Context: an optimization exercise on an open-source flow, tuned for small area, a short achievable clock period and few clock cycles per item. The choices shown serve that exercise and are no tape-out recipe.
Where RTL was checked, it was by simulation tests only, not by an equivalence proof against the original.

run G:
## zi_sha256
module zi_sha256 (
    input  wire         clk,
    input  wire         rst,           
    input  wire         in_valid,
    output wire         in_ready,
    input  wire [31:0]  in_data,
    input  wire         in_last,
    input  wire [2:0]   in_nbytes,     
    output reg          out_valid,
    output wire [255:0] out_digest
);
==> flow/config.mk <==
export PLATFORM = sky130hd
export DESIGN_NAME = zi_sha256
export DESIGN_NICKNAME = zi_sha256
export VERILOG_FILES = /design/flow/design.v
export SDC_FILE = /design/flow/constraint.sdc
export NUM_CORES = 4
export LEC_CHECK = 0
export CAP_MARGIN = 20
export CORE_MARGIN = 2
export CORE_UTILIZATION = 40
export SLEW_MARGIN = 20
==> flow/constraint.sdc <==
create_clock -name core_clock -period 10.0 [get_ports {clk}]
set_input_delay 2.0000 -clock core_clock [delete_from_list [all_inputs] [get_ports {clk}]]
set_output_delay 2.0000 -clock core_clock [all_outputs]
set_load 0.01 [all_outputs]
standard.sh (not shown) runs the stock make flow with config.mk's settings and CLKGATE_MAP_FILE= SYNTH_SCRIPT=/design/flow/synth_recipe.tcl, a recipe that flattens the netlist after the stock synthesis.
==> flow/flow/run.sh <==
#!/bin/bash
# The standard layout (standard.sh: unchanged synthesis and ORFS steps)
# with these options: timing repair aims at a larger setup margin; every port
# still gets its own buffer, but a plain buf_2 instead of the delay-buffer cell
# buffer_ports picks by itself; clock tree synthesis without dummy balancing
# loads and with larger sink clusters (fewer leaf buffers). The make output goes to flow_make.log; each ORFS step writes its own
# log under orfs/logs/.
set -euo pipefail
bash standard.sh \
  SETUP_SLACK_MARGIN=6.0 \
  "BUFFER_PORTS_ARGS=-buffer_cell sky130_fd_sc_hd__buf_2" \
  "CTS_ARGS=-sink_clustering_enable -repair_clock_nets -dont_use_dummy_load -sink_clustering_size 24 -sink_clustering_max_diameter 80" \
  finish > flow_make.log 2>&1
Here is what was changed in the inputs of run Z compared with run G.
Settings: CORE_UTILIZATION changed from 40 to 55.
-- flow/flow/run.sh --
<<< run G, line 8
set -euo pipefail
bash standard.sh \
  SETUP_SLACK_MARGIN=6.0 \
  "BUFFER_PORTS_ARGS=-buffer_cell sky130_fd_sc_hd__buf_2" \
  "CTS_ARGS=-sink_clustering_enable -repair_clock_nets -dont_use_dummy_load -sink_clustering_size 24 -sink_clustering_max_diameter 80" \
>>> run Z, line 8
set -euo pipefail
bash standard.sh \
  SETUP_SLACK_MARGIN=5.9 \
  "BUFFER_PORTS_ARGS=-buffer_cell sky130_fd_sc_hd__buf_2" \
  "CTS_ARGS=-sink_clustering_enable -repair_clock_nets -dont_use_dummy_load -sink_clustering_size 24 -sink_clustering_max_diameter 80" \
The run with more setup slack is run G; run Z has less. Cmp run Z vs run G: post-CTS setup repair buffer count lower in run Z. | fmax | run Z vs run G | ≈ equal |. As of run Z, area of the placeable core had fallen by more than a quarter compared to run G. Comparing the two runs side by side, run Z comes out ahead of run G on die area. Each of the runs, namely run G and run Z, reached the end of the flow and came out clean. Cell area | run Z vs run G | run Z smaller.
Function was not checked in any run of this note: the RTL went through the layout flow alone.

---

zi_sha256, a different RTL version from the one above (not shown whole).
Size: ~300 I/O pins, about 0.060 mm2 of cells after synthesis.
Settings: LEC_CHECK=0, CAP_MARGIN=20, CORE_MARGIN=2, CORE_UTILIZATION=55, PLACE_DENSITY=0.68, SLEW_MARGIN=20; clock period 10.0 ns.
==> flow/flow/run.sh <==
#!/bin/bash
# The standard layout (standard.sh: unchanged synthesis and ORFS steps)
# with these options: timing repair aims at a larger setup margin; every port
# still gets its own buffer, but a plain buf_2 instead of the delay-buffer cell
# buffer_ports picks by itself; clock tree synthesis without dummy balancing
# loads and with larger sink clusters (fewer leaf buffers). The make output goes to flow_make.log; each ORFS step writes its own
# log under orfs/logs/.
set -euo pipefail
bash standard.sh \
  SETUP_SLACK_MARGIN=5.9 \
  "BUFFER_PORTS_ARGS=-buffer_cell sky130_fd_sc_hd__buf_2" \
  "CTS_ARGS=-sink_clustering_enable -repair_clock_nets -dont_use_dummy_load -sink_clustering_size 24 -sink_clustering_max_diameter 80" \
  finish > flow_make.log 2>&1
The starting point completed without violations.
Testbench counts at the start, summed over its fixed seeds: cycles 70,032, bytes 62,061.
==> next run, changes <==
--- a/flow/flow/run.sh
+++ b/flow/flow/run.sh
@@ -8,5 +8,5 @@
 set -euo pipefail
 bash standard.sh \
-  SETUP_SLACK_MARGIN=5.9 \
+  SETUP_SLACK_MARGIN=5.8 \
   "BUFFER_PORTS_ARGS=-buffer_cell sky130_fd_sc_hd__buf_2" \
   "CTS_ARGS=-sink_clustering_enable -repair_clock_nets -dont_use_dummy_load -sink_clustering_size 24 -sink_clustering_max_diameter 80" \
- CORE_UTILIZATION: 55 -> 40
- PLACE_DENSITY: 0.68 -> not set
Worst setup slack gets worse by 0.074 ns.
Count of clock-buffer cells in the layout climbs by 12.
Hold slack degrades by 0.023 ns.
Routed wire length is higher by 5.2%.
==> next run, changes <==
--- a/flow/flow/run.sh
+++ b/flow/flow/run.sh
@@ -8,5 +8,5 @@
 set -euo pipefail
 bash standard.sh \
-  SETUP_SLACK_MARGIN=5.8 \
+  SETUP_SLACK_MARGIN=6.0 \
   "BUFFER_PORTS_ARGS=-buffer_cell sky130_fd_sc_hd__buf_2" \
   "CTS_ARGS=-sink_clustering_enable -repair_clock_nets -dont_use_dummy_load -sink_clustering_size 24 -sink_clustering_max_diameter 80" \
- CORE_UTILIZATION: 40 -> 55
Result: Worst setup slack gets better by 0.087 ns; final area decreases by 0.50%; hold slack gets better by 0.057 ns; via count increases by 1.3%; cell count decreases by 6.4%.
==> next run, changes <==
==> flow/flow/run.sh (replaced) <==
#!/bin/bash
# The standard layout (standard.sh: unchanged synthesis and ORFS steps)
# with these options: timing repair aims at a larger setup margin; every port
# still gets its own buffer, but a plain buf_2 instead of the delay-buffer cell
# buffer_ports picks by itself; clock tree synthesis without dummy balancing
# loads. The make output goes to flow_make.log; each ORFS step writes its own
# log under orfs/logs/.
set -euo pipefail
bash standard.sh \
  SETUP_SLACK_MARGIN=5.8 \
  "BUFFER_PORTS_ARGS=-buffer_cell sky130_fd_sc_hd__buf_2" \
  "CTS_ARGS=-sink_clustering_enable -repair_clock_nets -dont_use_dummy_load" \
  finish > flow_make.log 2>&1
- CORE_UTILIZATION: 55 -> 40
Effect:
- critical path depth goes up by 3
- design area goes up by a few percent
- via count falls slightly
- global-route usage goes down by 8.9 points
- flip-flop and latch count does not change
- area after synthesis is unchanged

---

## lane 1
Another version of the RTL of zi_sha256 (not shown whole).
Size in the first run: roughly 5900 cells after synthesis, about 58000 µm² of cells after synthesis.
Settings: LEC_CHECK=0, CAP_MARGIN=20, CORE_MARGIN=2, CORE_UTILIZATION=40, SLEW_MARGIN=20; clock period 10.0 ns.
==> flow/flow/run.sh <==
#!/bin/bash
# The standard layout (standard.sh: unchanged synthesis and ORFS steps)
# with these options: timing repair aims at a larger setup margin; every port
# still gets its own buffer, but a plain buf_2 instead of the delay-buffer cell
# buffer_ports picks by itself; clock tree synthesis without dummy balancing
# loads and with larger sink clusters (fewer leaf buffers). The make output goes to flow_make.log; each ORFS step writes its own
# log under orfs/logs/.
set -euo pipefail
bash standard.sh \
  SETUP_SLACK_MARGIN=6.0 \
  "BUFFER_PORTS_ARGS=-buffer_cell sky130_fd_sc_hd__buf_2" \
  "CTS_ARGS=-sink_clustering_enable -repair_clock_nets -dont_use_dummy_load -sink_clustering_size 24 -sink_clustering_max_diameter 80" \
  finish > flow_make.log 2>&1
Lane 1 finished every step from synthesis to the final layout, and the layout passed the timing, design-rule and antenna checks.
Inputs modified between lane 1 and lane 2:
diff --git a/flow/flow/run.sh b/flow/flow/run.sh
--- a/flow/flow/run.sh
+++ b/flow/flow/run.sh
@@ -10 +10 @@
-  SETUP_SLACK_MARGIN=6.0 \
+  SETUP_SLACK_MARGIN=5.8 \
Results
Lane 2 has less setup slack than lane 1.
Lower first-pass GRT wire length among lane 1 and lane 2: lane 1
Looking at footprint of the multi-input gates, lane 2 sits below lane 1.
For lane 1, the slowest library cell on the worst path was sky130_fd_sc_hd__fa_1, unlike lane 2, where it was sky130_fd_sc_hd__fa_2.
t1[30]$_DFF_P_ as the end of the critical path was reported by lane 1, and e[31]$_SDFF_PP0_ by lane 2.
Against lane 1, lane 2 reports a hold slack that is higher.
No functional check of the RTL was part of any run of this note.

---

zi_sha256, a different RTL version from the one above (not shown whole).
Size: ~5900 cells after synthesis, about 1100 flip-flops, ~300 I/O pins, roughly 56000 sq um of cells after synthesis.
==> flow/design.v (excerpt) <==
module zi_sha256 (
    input  wire         clk,
    input  wire         rst,           
    input  wire         in_valid,
    output wire         in_ready,
    input  wire [31:0]  in_data,
    input  wire         in_last,
    input  wire [2:0]   in_nbytes,     
    output reg          out_valid,
    output wire [255:0] out_digest
);
export LEC_CHECK = 0
export CAP_MARGIN = 20
export CORE_MARGIN = 2
export CORE_UTILIZATION = 60
export CTS_BUF_LIST = sky130_fd_sc_hd__clkbuf_4 sky130_fd_sc_hd__clkbuf_8
export SETUP_SLACK_MARGIN = 5
export SLEW_MARGIN = 20
create_clock -name core_clock -period 10.0 [get_ports {clk}]
run.sh (not shown) runs the stock make flow with config.mk's settings and CLKGATE_MAP_FILE= SYNTH_SCRIPT=/design/flow/synth_recipe.tcl, a recipe that flattens the netlist after the stock synthesis.
Stock flow here: none of the scripts above is used.
The first run ran to the end with no violations.
Testbench counts at the start, summed over its fixed seeds: cycles 70,024, bytes 62,061.
Rerun with:
--- a/flow/config.mk
+++ b/flow/config.mk
@@ -10,2 +10 @@
-export CORE_UTILIZATION = 60
-export CTS_BUF_LIST = sky130_fd_sc_hd__clkbuf_4 sky130_fd_sc_hd__clkbuf_8
+export CORE_UTILIZATION = 40
After rerunning: Count of clock-buffer cells in the layout goes down by 135. Final cell count goes up by 7.0%. Global-route usage goes down by 12 points. Cell area goes up by 1.5%.

---

P:
Another version of the RTL of zi_sha256 (not shown whole).
For scale: about 5700 cells after synthesis, about 1100 flip-flops, about 55000 µm² of cells after synthesis.
==> flow/config.mk <==
export PLATFORM = sky130hd
export DESIGN_NAME = zi_sha256
export DESIGN_NICKNAME = zi_sha256
export VERILOG_FILES = /design/flow/design.v
export SDC_FILE = /design/flow/constraint.sdc
export NUM_CORES = 4
export LEC_CHECK = 0
export CAP_MARGIN = 20
export CORE_MARGIN = 2
export CORE_UTILIZATION = 40
export SETUP_SLACK_MARGIN = 5
export SLEW_MARGIN = 20
==> flow/constraint.sdc <==
create_clock -name core_clock -period 10.0 [get_ports {clk}]
set_input_delay 2.0000 -clock core_clock [delete_from_list [all_inputs] [get_ports {clk}]]
set_output_delay 2.0000 -clock core_clock [all_outputs]
set_load 0.01 [all_outputs]
Testbench counts of P, summed over its fixed seeds: cycles 70,024, bytes 62,061.
Inputs modified between P and Q:
==> flow/flow/run.sh (new file) <==
#!/bin/bash
# The standard layout (standard.sh: unchanged synthesis and ORFS steps)
# with two placement/CTS options: every port still gets its own buffer, but a
# plain buf_2 instead of the delay-buffer cell buffer_ports picks by itself,
# and clock tree synthesis without dummy balancing loads. The make output goes
# to flow_make.log; each ORFS step writes its own log under orfs/logs/.
set -euo pipefail
bash standard.sh \
  "BUFFER_PORTS_ARGS=-buffer_cell sky130_fd_sc_hd__buf_2" \
  "CTS_ARGS=-sink_clustering_enable -repair_clock_nets -dont_use_dummy_load" \
  finish > flow_make.log 2>&1
==> flow/standard.sh (new file) <==
#!/bin/bash
# synth_recipe.tcl (not shown) runs the flow's synth.tcl, then flattens the netlist and writes it again
# the make line also repeats each setting of config.mk as NAME=value (left out here)
make -C /OpenROAD-flow-scripts/flow DESIGN_CONFIG=/design/flow/config.mk WORK_HOME=/design/flow/orfs CLKGATE_MAP_FILE= SYNTH_SCRIPT=/design/flow/synth_recipe.tcl "${@:-finish}"
removed: flow/run.sh
Notes after the runs:
Going from P to Q, wire length after detailed routing shrank slightly. Q vs P — first-pass GRT wire length dropped slightly. Pin slew with the least headroom to its limit delta for Q relative to P: 0.062 ns higher. Q vs P, worst setup path startpoint: e[10]$_SDFF_PP0_ vs a[24]$_SDFF_PP0_. Compared with P, in Q number of buffer cells added on primary ports saw little to no change; setup slack saw a decrease; minimum hold slack saw a decrease; required time of the critical path saw a decrease.

---

RTL: one of the versions met above, not the one the previous note started from.
Size: about 6000 cells after synthesis, roughly 300 I/O pins, roughly 0.060 mm² of cells after synthesis.
Design zi_sha256, start of the top module:
module zi_sha256 (
    input  wire         clk,
    input  wire         rst,           
    input  wire         in_valid,
    output wire         in_ready,
    input  wire [31:0]  in_data,
    input  wire         in_last,
    input  wire [2:0]   in_nbytes,     
    output reg          out_valid,
    output wire [255:0] out_digest
);
==> flow/config.mk <==
export PLATFORM = sky130hd
export DESIGN_NAME = zi_sha256
export DESIGN_NICKNAME = zi_sha256
export VERILOG_FILES = /design/flow/design.v
export SDC_FILE = /design/flow/constraint.sdc
export NUM_CORES = 4
export LEC_CHECK = 0
export CAP_MARGIN = 20
export CORE_MARGIN = 2
export CORE_UTILIZATION = 55
export SLEW_MARGIN = 20
==> flow/constraint.sdc <==
create_clock -name core_clock -period 10.0 [get_ports {clk}]
set_input_delay 2.0000 -clock core_clock [delete_from_list [all_inputs] [get_ports {clk}]]
set_output_delay 2.0000 -clock core_clock [all_outputs]
set_load 0.01 [all_outputs]
standard.sh (not shown) runs the stock make flow with config.mk's settings and CLKGATE_MAP_FILE= SYNTH_SCRIPT=/design/flow/synth_recipe.tcl, a recipe that flattens the netlist after the stock synthesis.
==> flow/flow/run.sh <==
#!/bin/bash
# The standard layout (standard.sh: unchanged synthesis and ORFS steps)
# with these options: timing repair aims at a larger setup margin; every port
# still gets its own buffer, but a plain buf_2 instead of the delay-buffer cell
# buffer_ports picks by itself; clock tree synthesis without dummy balancing
# loads and with larger sink clusters (fewer leaf buffers). The make output goes to flow_make.log; each ORFS step writes its own
# log under orfs/logs/.
set -euo pipefail
bash standard.sh \
  SETUP_SLACK_MARGIN=5.9 \
  "BUFFER_PORTS_ARGS=-buffer_cell sky130_fd_sc_hd__buf_2" \
  "CTS_ARGS=-sink_clustering_enable -repair_clock_nets -dont_use_dummy_load -sink_clustering_size 24 -sink_clustering_max_diameter 80" \
  finish > flow_make.log 2>&1
Testbench counts at the start, summed over its fixed seeds: cycles 70,032, bytes 62,061.
Next try:
==> flow/flow/run.sh (replaced) <==
#!/bin/bash
# The standard layout (standard.sh: unchanged synthesis and ORFS steps)
# with these options: timing repair aims at a larger setup margin; every port
# still gets its own buffer, but a plain buf_2 instead of the delay-buffer cell
# buffer_ports picks by itself; clock tree synthesis without dummy balancing
# loads. The make output goes to flow_make.log; each ORFS step writes its own
# log under orfs/logs/.
set -euo pipefail
bash standard.sh \
  SETUP_SLACK_MARGIN=5.8 \
  "BUFFER_PORTS_ARGS=-buffer_cell sky130_fd_sc_hd__buf_2" \
  "CTS_ARGS=-sink_clustering_enable -repair_clock_nets -dont_use_dummy_load -sink_clustering_size 30 -sink_clustering_max_diameter 100" \
  finish > flow_make.log 2>&1
--- a/flow/config.mk
+++ b/flow/config.mk
@@ -9,3 +9,3 @@
 export CORE_MARGIN = 2
-export CORE_UTILIZATION = 55
+export CORE_UTILIZATION = 40
 export SLEW_MARGIN = 20
=> Via count is lower slightly. Global-route usage went down by 9.2 points. Setup slack gets worse by 48 ps. Die area goes up by well over a third.
Next try:
==> flow/flow/run.sh (replaced) <==
#!/bin/bash
# The standard layout (standard.sh: unchanged synthesis and ORFS steps)
# with these options: timing repair aims at a larger setup margin; every port
# still gets its own buffer, but a plain buf_2 instead of the delay-buffer cell
# buffer_ports picks by itself; clock tree synthesis without dummy balancing
# loads and with larger sink clusters (fewer leaf buffers). The make output goes to flow_make.log; each ORFS step writes its own
# log under orfs/logs/.
set -euo pipefail
bash standard.sh \
  SETUP_SLACK_MARGIN=5.9 \
  "BUFFER_PORTS_ARGS=-buffer_cell sky130_fd_sc_hd__buf_2" \
  "CTS_ARGS=-sink_clustering_enable -repair_clock_nets -dont_use_dummy_load -sink_clustering_size 24 -sink_clustering_max_diameter 80" \
  finish > flow_make.log 2>&1
--- a/flow/config.mk
+++ b/flow/config.mk
@@ -9,3 +9,3 @@
 export CORE_MARGIN = 2
-export CORE_UTILIZATION = 40
+export CORE_UTILIZATION = 65
 export SLEW_MARGIN = 20
Effect:
- routed wire length came out lower by 0.41%
- final cell count came out lower by 8.7%
- global-route usage came out higher by 17 points
- area after synthesis stays the same
- cell area is about the same
- via count came out higher by 6.4%
- hold slack gets worse by 42 ps
Next try:
--- a/flow/flow/run.sh
+++ b/flow/flow/run.sh
@@ -9,3 +9,3 @@
 bash standard.sh \
-  SETUP_SLACK_MARGIN=5.9 \
+  SETUP_SLACK_MARGIN=5.95 \
   "BUFFER_PORTS_ARGS=-buffer_cell sky130_fd_sc_hd__buf_2" \
--- a/flow/config.mk
+++ b/flow/config.mk
@@ -9,3 +9,3 @@
 export CORE_MARGIN = 2
-export CORE_UTILIZATION = 65
+export CORE_UTILIZATION = 55
 export SLEW_MARGIN = 20
Cell area came out higher slightly; via count came out lower by a few percent; global-route usage came out lower by 7.8 points; final cell count came out higher by a few percent; clock skew came out lower by 52 ps; worst setup slack improves by 230 ps; worst hold slack improves by 27 ps; core utilization came out lower by 10 points; register-to-register slack improves by 230 ps; die area came out higher by about a fifth.

-- separate check: timing with driven ports --
No port has a modelled driver above. Below, the same layouts with a new extraction and two added sets of constraints.
Step 1, drivers: a clkbuf_16 drives clk and a buf_2 each remaining input, both assumed.
Step 2, shift: input delay + t, output delay - t, t = (earliest + latest rising clock arrival at the registers) / 2. This alone moves slack from input paths to output paths.
Three values: ideal, step 1, step 2; two values: the first two.
run | t, ns | setup slack, ns | slew at the worst register clock pin (ns) | worst slew at a driven data input, ns
run G | 0.762 | 5.785 / 5.785 / 5.577 | 0.10 / 0.10 | 0.04
run Z | 0.738 | 5.775 / 5.775 / 5.775 | 0.10 / 0.10 | 0.06
the first run of note 2 | 0.733 | 5.958 / 5.958 / 5.445 | 0.10 / 0.10 | 0.07
the second run of note 2 | 0.760 | 5.884 / 5.884 / 5.495 | 0.10 / 0.10 | 0.04
the third run of note 2 | 0.719 | 5.972 / 5.972 / 5.347 | 0.11 / 0.11 | 0.05
the fourth run of note 2 | 0.836 | 5.861 / 5.861 / 5.534 | 0.07 / 0.07 | 0.04
lane 1 | 0.754 | 5.545 / 5.545 / 5.545 | 0.10 / 0.10 | 0.07
lane 2 | 0.737 | 5.539 / 5.539 / 5.497 | 0.10 / 0.10 | 0.05
the first run of note 4 | 0.932 | 4.999 / 4.999 / 4.347 | 0.07 / 0.07 | 0.05
the second run of note 4 | 0.845 | 5.068 / 5.068 / 4.330 | 0.07 / 0.07 | 0.06
P | 0.822 | 4.937 / 4.937 / 4.316 | 0.07 / 0.07 | 0.05
Q | 0.787 | 4.866 / 4.866 / 4.488 | 0.07 / 0.07 | 0.05
the first run of note 6 | 0.718 | 5.915 / 5.915 / 5.358 | 0.10 / 0.10 | 0.05
the second run of note 6 | 0.759 | 5.867 / 5.867 / 5.549 | 0.12 / 0.12 | 0.04
the third run of note 6 | 0.735 | 5.750 / 5.750 / 5.429 | 0.10 / 0.10 | 0.10
the fourth run of note 6 | 0.716 | 5.985 / 5.985 / 5.372 | 0.10 / 0.10 | 0.05
After both steps setup and hold are still met in every run listed. For the second run of note 4, which loses most, drivers alone change the setup slack by 0.000 ns; drivers and shift together by -0.738 ns.
